Background: an optimization exercise with open tools, aiming at small area, a short achievable clock period and few clock cycles. Do not read the settings as production practice. Where RTL was checked, it was by simulation tests only, not by an equivalence proof against the original. Power is estimated from default activity; no workload was simulated. The clock port is modelled as an ideal driver; clocking choices that lean on that would not hold on a real chip.

## frx_rx
module frx_rx (
    input  wire        clk,
    input  wire        rst,           
    input  wire        in_valid,
    input  wire [7:0]  in_data,
    input  wire        in_last,
    output wire        in_ready,
    output wire        out_valid,
    output wire [7:0]  out_data,
    output wire        out_last,
    input  wire        out_ready,
    output wire [31:0] bytes_read,
    output wire [31:0] bytes_invalid,
    output wire        idle
);
Size in the first run: about 3300 cells after synthesis, about 89 I/O pins, roughly 56000 µm² of cells after synthesis.
==> flow/config.mk <==
export PLATFORM = sky130hd
export DESIGN_NAME = frx_rx
export DESIGN_NICKNAME = frx_rx
export VERILOG_FILES = /design/flow/design.v
export SDC_FILE = /design/flow/constraint.sdc
export NUM_CORES = 4
export LEC_CHECK = 0
export CAP_MARGIN = 20
export CORE_MARGIN = 2
export CORE_UTILIZATION = 65
export SLEW_MARGIN = 20
export SYNTH_MEMORY_MAX_BITS = 16384
==> flow/constraint.sdc <==
create_clock -name core_clock -period 12.0 [get_ports {clk}]
set_input_delay 2.4000 -clock core_clock [delete_from_list [all_inputs] [get_ports {clk}]]
set_output_delay 2.4000 -clock core_clock [all_outputs]
set_load 0.01 [all_outputs]
standard.sh (not shown) runs the stock make flow with config.mk's settings and CLKGATE_MAP_FILE= SYNTH_SCRIPT=/design/flow/synth_recipe.tcl, a recipe that flattens the netlist after the stock synthesis.
==> flow/flow/run.sh <==
#!/bin/bash
# The standard layout (the standard.sh: unchanged synthesis, floorplan,
# placement, CTS and routing) with two changes in how it is made:
#  - timing repair is asked to leave more setup slack than the default, so the
#    resizer also works on paths that already meet the clock period;
#  - clock tree synthesis clusters up to 30 sinks within 70 um per leaf buffer
#    and inserts no dummy loads.
set -euo pipefail
export SETUP_SLACK_MARGIN=8.6
export CTS_ARGS="-sink_clustering_enable -repair_clock_nets -dont_use_dummy_load -sink_clustering_size 30 -sink_clustering_max_diameter 70"
bash standard.sh > standard_flow.log 2>&1
The first run went through all stages and came out clean.
Testbench counts at the start, summed over its fixed seeds: cycles 98,240.
Then changed:
--- a/flow/flow/run.sh
+++ b/flow/flow/run.sh
@@ -8,3 +8,3 @@
 set -euo pipefail
-export SETUP_SLACK_MARGIN=8.6
+export SETUP_SLACK_MARGIN=8.4
 export CTS_ARGS="-sink_clustering_enable -repair_clock_nets -dont_use_dummy_load -sink_clustering_size 30 -sink_clustering_max_diameter 70"
The new run completed with no timing, DRC or antenna violations.
Routed wire length went down by a few percent.
Cell count falls slightly.
Worst hold slack gets worse by 0.029 ns.
Synthesized area does not change.
Synthesized cell count is unchanged.
Utilization decreases by 0.97 points.
Worst setup slack gets worse by 0.015 ns.
Then changed:
- CORE_UTILIZATION: 65 -> 70
The changed run passed the timing, DRC and antenna checks.
Sequential share of layout area stays flat.
Via count went up by 2.3%.
Total power went up by 0.79%.
Then changed:
--- a/flow/flow/run.sh
+++ b/flow/flow/run.sh
@@ -8,3 +8,3 @@
 set -euo pipefail
-export SETUP_SLACK_MARGIN=8.4
+export SETUP_SLACK_MARGIN=8.3
 export CTS_ARGS="-sink_clustering_enable -repair_clock_nets -dont_use_dummy_load -sink_clustering_size 30 -sink_clustering_max_diameter 70"
- CORE_UTILIZATION: 70 -> 65
Maximum frequency decreases by 1.2%.
Routed wire length decreases by 18%.
Non-clock buffer count decreases by 30.
Sequential power barely changes.
Cell area barely changes.
Die area increases by 7.6%.
Area after synthesis does not change.

---

frx_rx, a different RTL version from the one above (not shown whole).
Size in the first run: roughly 89 I/O pins.
export LEC_CHECK = 0
export CAP_MARGIN = 20
export CORE_MARGIN = 2
export CORE_UTILIZATION = 65
export SLEW_MARGIN = 20
export SYNTH_MEMORY_MAX_BITS = 16384
create_clock -name core_clock -period 12.0 [get_ports {clk}]
==> flow/flow/run.sh <==
#!/bin/bash
# The standard layout (the standard.sh: unchanged synthesis, floorplan,
# placement, CTS and routing) with two changes in how it is made:
#  - timing repair is asked to leave more setup slack than the default, so the
#    resizer also works on paths that already meet the clock period;
#  - clock tree synthesis clusters up to 30 sinks within 70 um per leaf buffer
#    and inserts no dummy loads.
set -euo pipefail
export SETUP_SLACK_MARGIN=8.4
export CTS_ARGS="-sink_clustering_enable -repair_clock_nets -dont_use_dummy_load -sink_clustering_size 30 -sink_clustering_max_diameter 70"
bash standard.sh > standard_flow.log 2>&1
The starting point ran to the end with no violations.
Next try:
--- a/flow/flow/run.sh
+++ b/flow/flow/run.sh
@@ -8,3 +8,3 @@
 set -euo pipefail
-export SETUP_SLACK_MARGIN=8.4
+export SETUP_SLACK_MARGIN=8.6
 export CTS_ARGS="-sink_clustering_enable -repair_clock_nets -dont_use_dummy_load -sink_clustering_size 30 -sink_clustering_max_diameter 70"
Settings changed: TNS_END_PERCENT from default to 0.
After rerunning: The changed run completed with no timing, DRC or antenna violations; setup slack gains 46 ps; final area came out lower by about 1.8%; power came out lower by about 2.3%; sequential share of layout area came out higher by 1.3 points; wire length came out lower by 7.8%; area after synthesis does not change; combinational power came out lower by about 23%; via count came out lower by 2.1%; clock power came out lower by about 1%; core utilization came out lower by 1.3 points.
Function was not checked in any run of this note: the RTL went through the layout flow alone.

---

frx_rx, a different RTL version from the one above (not shown whole).
Size in the first run: ~58000 µm² of cells after synthesis.
export LEC_CHECK = 0
export CAP_MARGIN = 20
export CORE_MARGIN = 2
export CORE_UTILIZATION = 40
export SLEW_MARGIN = 20
export SYNTH_MEMORY_MAX_BITS = 16384
create_clock -name core_clock -period 12.0 [get_ports {clk}]
==> flow/flow/run.sh <==
#!/bin/bash
# The standard layout (the standard.sh: unchanged synthesis, floorplan,
# placement, CTS and routing) with two changes in how it is made:
#  - timing repair is asked to leave more setup slack than the default, so the
#    resizer also works on paths that already meet the clock period;
#  - clock tree synthesis clusters up to 25 sinks within 80 um per leaf buffer
#    and inserts no dummy loads.
set -euo pipefail
export SETUP_SLACK_MARGIN=8.0
export CTS_ARGS="-sink_clustering_enable -repair_clock_nets -dont_use_dummy_load -sink_clustering_size 25 -sink_clustering_max_diameter 80"
bash standard.sh > standard_flow.log 2>&1
Change:
==> flow/flow/run.sh (replaced) <==
#!/bin/bash
# The standard layout (the standard.sh, unchanged synthesis, floorplan,
# placement, CTS and routing), with timing repair asked to leave more setup
# slack than the default, so that the resizer also works on paths that already
# meet the clock period.
set -euo pipefail
export SETUP_SLACK_MARGIN=8.0
bash standard.sh > standard_flow.log 2>&1
=>
- utilization rises by 2.9 points
- design area increases by 6.5%
- combinational power stays flat
- total power is higher by 20%
- count of clock-buffer cells in the layout rises by 193
- first-iteration DRC count grows by 1.0%
- via count went up by 3.6%
- hold slack gets better by 0.020 ns
- global-route usage is higher by 0.49 points
Function was not checked in any run of this note: the RTL went through the layout flow alone.

---

beta:
Another version of the RTL of frx_rx (not shown whole).
For scale: ~3500 cells after synthesis, ~2400 flip-flops.
==> flow/config.mk <==
export PLATFORM = sky130hd
export DESIGN_NAME = frx_rx
export DESIGN_NICKNAME = frx_rx
export VERILOG_FILES = /design/flow/design.v
export SDC_FILE = /design/flow/constraint.sdc
export NUM_CORES = 4
export LEC_CHECK = 0
export CAP_MARGIN = 20
export CORE_MARGIN = 2
export CORE_UTILIZATION = 65
export SLEW_MARGIN = 20
export SYNTH_MEMORY_MAX_BITS = 16384
==> flow/constraint.sdc <==
create_clock -name core_clock -period 12.0 [get_ports {clk}]
set_input_delay 2.4000 -clock core_clock [delete_from_list [all_inputs] [get_ports {clk}]]
set_output_delay 2.4000 -clock core_clock [all_outputs]
set_load 0.01 [all_outputs]
==> flow/flow/run.sh <==
#!/bin/bash
# The standard layout (the standard.sh: unchanged synthesis, floorplan,
# placement, CTS and routing) with two changes in how it is made:
#  - timing repair is asked to leave more setup slack than the default, so the
#    resizer also works on paths that already meet the clock period;
#  - clock tree synthesis clusters up to 30 sinks within 70 um per leaf buffer
#    and inserts no dummy loads.
set -euo pipefail
export SETUP_SLACK_MARGIN=8.6
export CTS_ARGS="-sink_clustering_enable -repair_clock_nets -dont_use_dummy_load -sink_clustering_size 30 -sink_clustering_max_diameter 70"
bash standard.sh > standard_flow.log 2>&1
In summary, beta completed successfully, with a layout that passed the timing, DRC and antenna checks.
Testbench counts of beta, summed over its fixed seeds: cycles 98,274.
Input-level comparison between gamma and beta:
==> flow/flow/run.sh <==
#!/bin/bash
# The standard layout (the standard.sh: unchanged synthesis, floorplan,
# placement, CTS and routing) with two changes in how it is made:
#  - timing repair is asked to leave more setup slack than the default, so the
#    resizer also works on paths that already meet the clock period;
#  - clock tree synthesis clusters up to 25 sinks within 80 um per leaf buffer
#    and inserts no dummy loads.
set -euo pipefail
export SETUP_SLACK_MARGIN=8.4
export CTS_ARGS="-sink_clustering_enable -repair_clock_nets -dont_use_dummy_load -sink_clustering_size 25 -sink_clustering_max_diameter 80"
bash standard.sh > standard_flow.log 2>&1
--- a/flow/config.mk
+++ b/flow/config.mk
@@ -9,3 +9,3 @@
 export CORE_MARGIN = 2
-export CORE_UTILIZATION = 65
+export CORE_UTILIZATION = 40
 export SLEW_MARGIN = 20
--- outcome ---
met1 usage in global routing down 11 points in gamma wrt beta. Most congested layer reported by global routing: met1 -> gamma, met2 -> beta. Relative to beta, the tap cell instance count of gamma is higher by about 60%. Final cell count ended up 745 higher on gamma than on beta. Fmax came out lower on gamma than on beta. Design area, gamma vs beta: up by a few percent. gamma against beta: non-clock buffer share of cell area shows a reduction of 0.15 points, flip-flop and latch power shows no meaningful change, power per cell area shows an increase of 0.32%. As far as post-route worst hold slack is concerned, gamma and beta perform about the same. Changes observed in gamma relative to beta: total power rose by about 2.3%; internal cell power +about 2.4%.

---

== v23 ==
Starting RTL as in the previous note.
==> flow/config.mk <==
export PLATFORM = sky130hd
export DESIGN_NAME = frx_rx
export DESIGN_NICKNAME = frx_rx
export VERILOG_FILES = /design/flow/design.v
export SDC_FILE = /design/flow/constraint.sdc
export NUM_CORES = 4
export LEC_CHECK = 0
export CAP_MARGIN = 20
export CORE_MARGIN = 2
export CORE_UTILIZATION = 80
export SLEW_MARGIN = 20
export SYNTH_MEMORY_MAX_BITS = 16384
==> flow/constraint.sdc <==
create_clock -name core_clock -period 12.0 [get_ports {clk}]
set_input_delay 2.4000 -clock core_clock [delete_from_list [all_inputs] [get_ports {clk}]]
set_output_delay 2.4000 -clock core_clock [all_outputs]
set_load 0.01 [all_outputs]
==> flow/flow/run.sh <==
#!/bin/bash
# The standard layout (the standard.sh: unchanged synthesis, floorplan,
# placement, CTS and routing) with two changes in how it is made:
#  - timing repair is asked to leave more setup slack than the default, so the
#    resizer also works on paths that already meet the clock period;
#  - clock tree synthesis clusters up to 30 sinks within 70 um per leaf buffer
#    and inserts no dummy loads.
set -euo pipefail
export SETUP_SLACK_MARGIN=8.6
export CTS_ARGS="-sink_clustering_enable -repair_clock_nets -dont_use_dummy_load -sink_clustering_size 30 -sink_clustering_max_diameter 70"
bash standard.sh > standard_flow.log 2>&1
v23 terminated abnormally: 5_1_grt reported GRT-0116.
Testbench counts of v23, summed over its fixed seeds: cycles 98,274.
#### Input delta (v33 over v23)
Settings: swapping 80 for 65 in CORE_UTILIZATION.
-- flow/flow/run.sh --
<<< v23, line 9
export SETUP_SLACK_MARGIN=8.6
>>> v33, line 9
export SETUP_SLACK_MARGIN=8.4
Notes after the runs:
- The remaining runs in v33 and v23 completed every stage, whereas v23 halted early.
- The run showing the smaller placement-stage cell area is v23.
- Compared with v23, in v33 number of top-level design ports essentially unchanged; cell count after placement now sits higher; worst slack at placement shrank by 0.16 ns; post-CTS repair timing setup buffer count went down about 60%; sequential-to-total area share from yosys stat now sits at about the same level.
- Looking only at global placer's final weighted congestion, and setting everything else aside, the lower value of v33 and v23 goes to v33.
- Changes observed in v33 relative to v23: CTS H-tree depth comparable, total half-perimeter wirelength after legalization and detailed placement now smaller, initial standard-cell utilization of the core now smaller.
- Comparing v33 and v23, the higher die outline height is on v33.
#### Input delta (v6 over v33)
-- flow/flow/run.sh --
<<< v33, line 6
#  - clock tree synthesis clusters up to 30 sinks within 70 um per leaf buffer
>>> v6, line 6
#  - clock tree synthesis clusters up to 25 sinks within 80 um per leaf buffer
<<< v33, line 10
export CTS_ARGS="-sink_clustering_enable -repair_clock_nets -dont_use_dummy_load -sink_clustering_size 30 -sink_clustering_max_diameter 70"
>>> v6, line 10
export CTS_ARGS="-sink_clustering_enable -repair_clock_nets -dont_use_dummy_load -sink_clustering_size 25 -sink_clustering_max_diameter 80"
==> comparison <==
Arrival time at the worst endpoint: v33 vs v6, no meaningful difference
On ratio of final minimum period to clock period, v6 and v33 are basically level.
The fmax of v6 exceeds that of v33 by 0.00091 GHz.
Between v33 and v6, the cell count went up.
When the final numbers for v6 and v33 were put side by side, the per-cell routed wire length turned out to be greater in v6.
| minimum clock period | v6 vs v33 | 0.012 ns lower |
| wire length of the first global-routing pass | v6 vs v33 | worse |
Relative to v33, fraction of cell area in non-clock buffers has gone up in v6.
Compared to v33, v6 has clock power about 6% higher.
Max wire length after detailed routing across v6 and v33: v6

---

frx_rx, a different RTL version from the one above (not shown whole).
Size: about 3,500 cells after synthesis, ~89 I/O pins.
export LEC_CHECK = 0
export CAP_MARGIN = 20
export CORE_MARGIN = 2
export CORE_UTILIZATION = 40
export SLEW_MARGIN = 20
export SYNTH_MEMORY_MAX_BITS = 16384
create_clock -name core_clock -period 12.0 [get_ports {clk}]
==> flow/flow/run.sh <==
#!/bin/bash
# The standard layout (the standard.sh: unchanged synthesis, floorplan,
# placement, CTS and routing) with two changes in how it is made:
#  - timing repair is asked to leave more setup slack than the default, so the
#    resizer also works on paths that already meet the clock period;
#  - clock tree synthesis clusters up to 25 sinks within 80 um per leaf buffer
#    and inserts no dummy loads.
set -euo pipefail
export SETUP_SLACK_MARGIN=8.4
export CTS_ARGS="-sink_clustering_enable -repair_clock_nets -dont_use_dummy_load -sink_clustering_size 25 -sink_clustering_max_diameter 80"
bash standard.sh > standard_flow.log 2>&1
Testbench counts at the start, summed over its fixed seeds: cycles 98,274.
Change:
--- a/flow/flow/run.sh
+++ b/flow/flow/run.sh
@@ -7,5 +7,5 @@
 #    and inserts no dummy loads.
 set -euo pipefail
-export SETUP_SLACK_MARGIN=8.4
+export SETUP_SLACK_MARGIN=8.0
 export CTS_ARGS="-sink_clustering_enable -repair_clock_nets -dont_use_dummy_load -sink_clustering_size 25 -sink_clustering_max_diameter 80"
 bash standard.sh > standard_flow.log 2>&1
Result:
- The new run produced a clean layout
- clock power barely changes
- fmax goes down by 5.5%
- flip-flop and latch count is unchanged
- hold slack stays flat
- design area goes down by 1.5%
- power goes down by 0.32%
- global-route usage stays flat
- wire length goes down by 1.3%

## afterwards: timing with drivers on the ports
How much do the figures lean on ideal ports? The routed layouts below were timed once more, with nothing changed but the port constraints.
Step 1 sets driving cells, clkbuf_16 on the clock port and buf_2 on the other inputs (assumed; they add their load-dependent delay and slew).
Step 2 times the ports against the registers' clock, not the clock port: input delays grow and output delays shrink by t, the midpoint of the rising clock arrivals with the driver on.
a / b / c = no drivers / after step 1 / after step 2; a / b = the first two.
run | shift t [ns] | setup WS [ns] | latest minus earliest clock arrival (ns) | worst slew at a driven data input, ns
the first run of note 1 | 0.702 | 8.402 / 8.336 / 7.955 | 0.072 / 0.072 | 0.06
the second run of note 1 | 0.691 | 8.387 / 8.327 / 7.823 | 0.114 / 0.114 | 0.07
the third run of note 1 | 0.705 | 8.395 / 8.334 / 7.748 | 0.105 / 0.105 | 0.08
the fourth run of note 1 | 0.712 | 8.350 / 8.282 / 7.729 | 0.106 / 0.106 | 0.06
the first run of note 2 | 0.704 | 7.715 / 7.715 / 7.552 | 0.102 / 0.103 | 0.09
the second run of note 2 | 0.700 | 7.761 / 7.761 / 7.124 | 0.093 / 0.093 | 0.07
the first run of note 3 | 0.770 | 8.040 / 8.034 / 7.381 | 0.135 / 0.136 | 0.04
the second run of note 3 | 0.851 | 8.036 / 8.023 / 7.395 | 0.072 / 0.072 | 0.04
beta | 0.701 | 8.448 / 8.384 / 7.981 | 0.107 / 0.107 | 0.12
gamma | 0.768 | 8.402 / 8.331 / 7.779 | 0.144 / 0.144 | 0.07
v33 | 0.705 | 8.388 / 8.326 / 7.842 | 0.092 / 0.092 | 0.06
v6 | 0.718 | 8.400 / 8.336 / 7.809 | 0.086 / 0.085 | 0.06
the first run of note 6 | 0.781 | 8.364 / 8.290 / 7.803 | 0.126 / 0.126 | 0.04
the second run of note 6 | 0.758 | 8.155 / 8.083 / 7.491 | 0.126 / 0.126 | 0.04
After both steps every run listed still meets setup and hold. For the second run of note 6, which loses most, drivers alone change the setup slack by -0.072 ns; drivers and shift together by -0.664 ns.
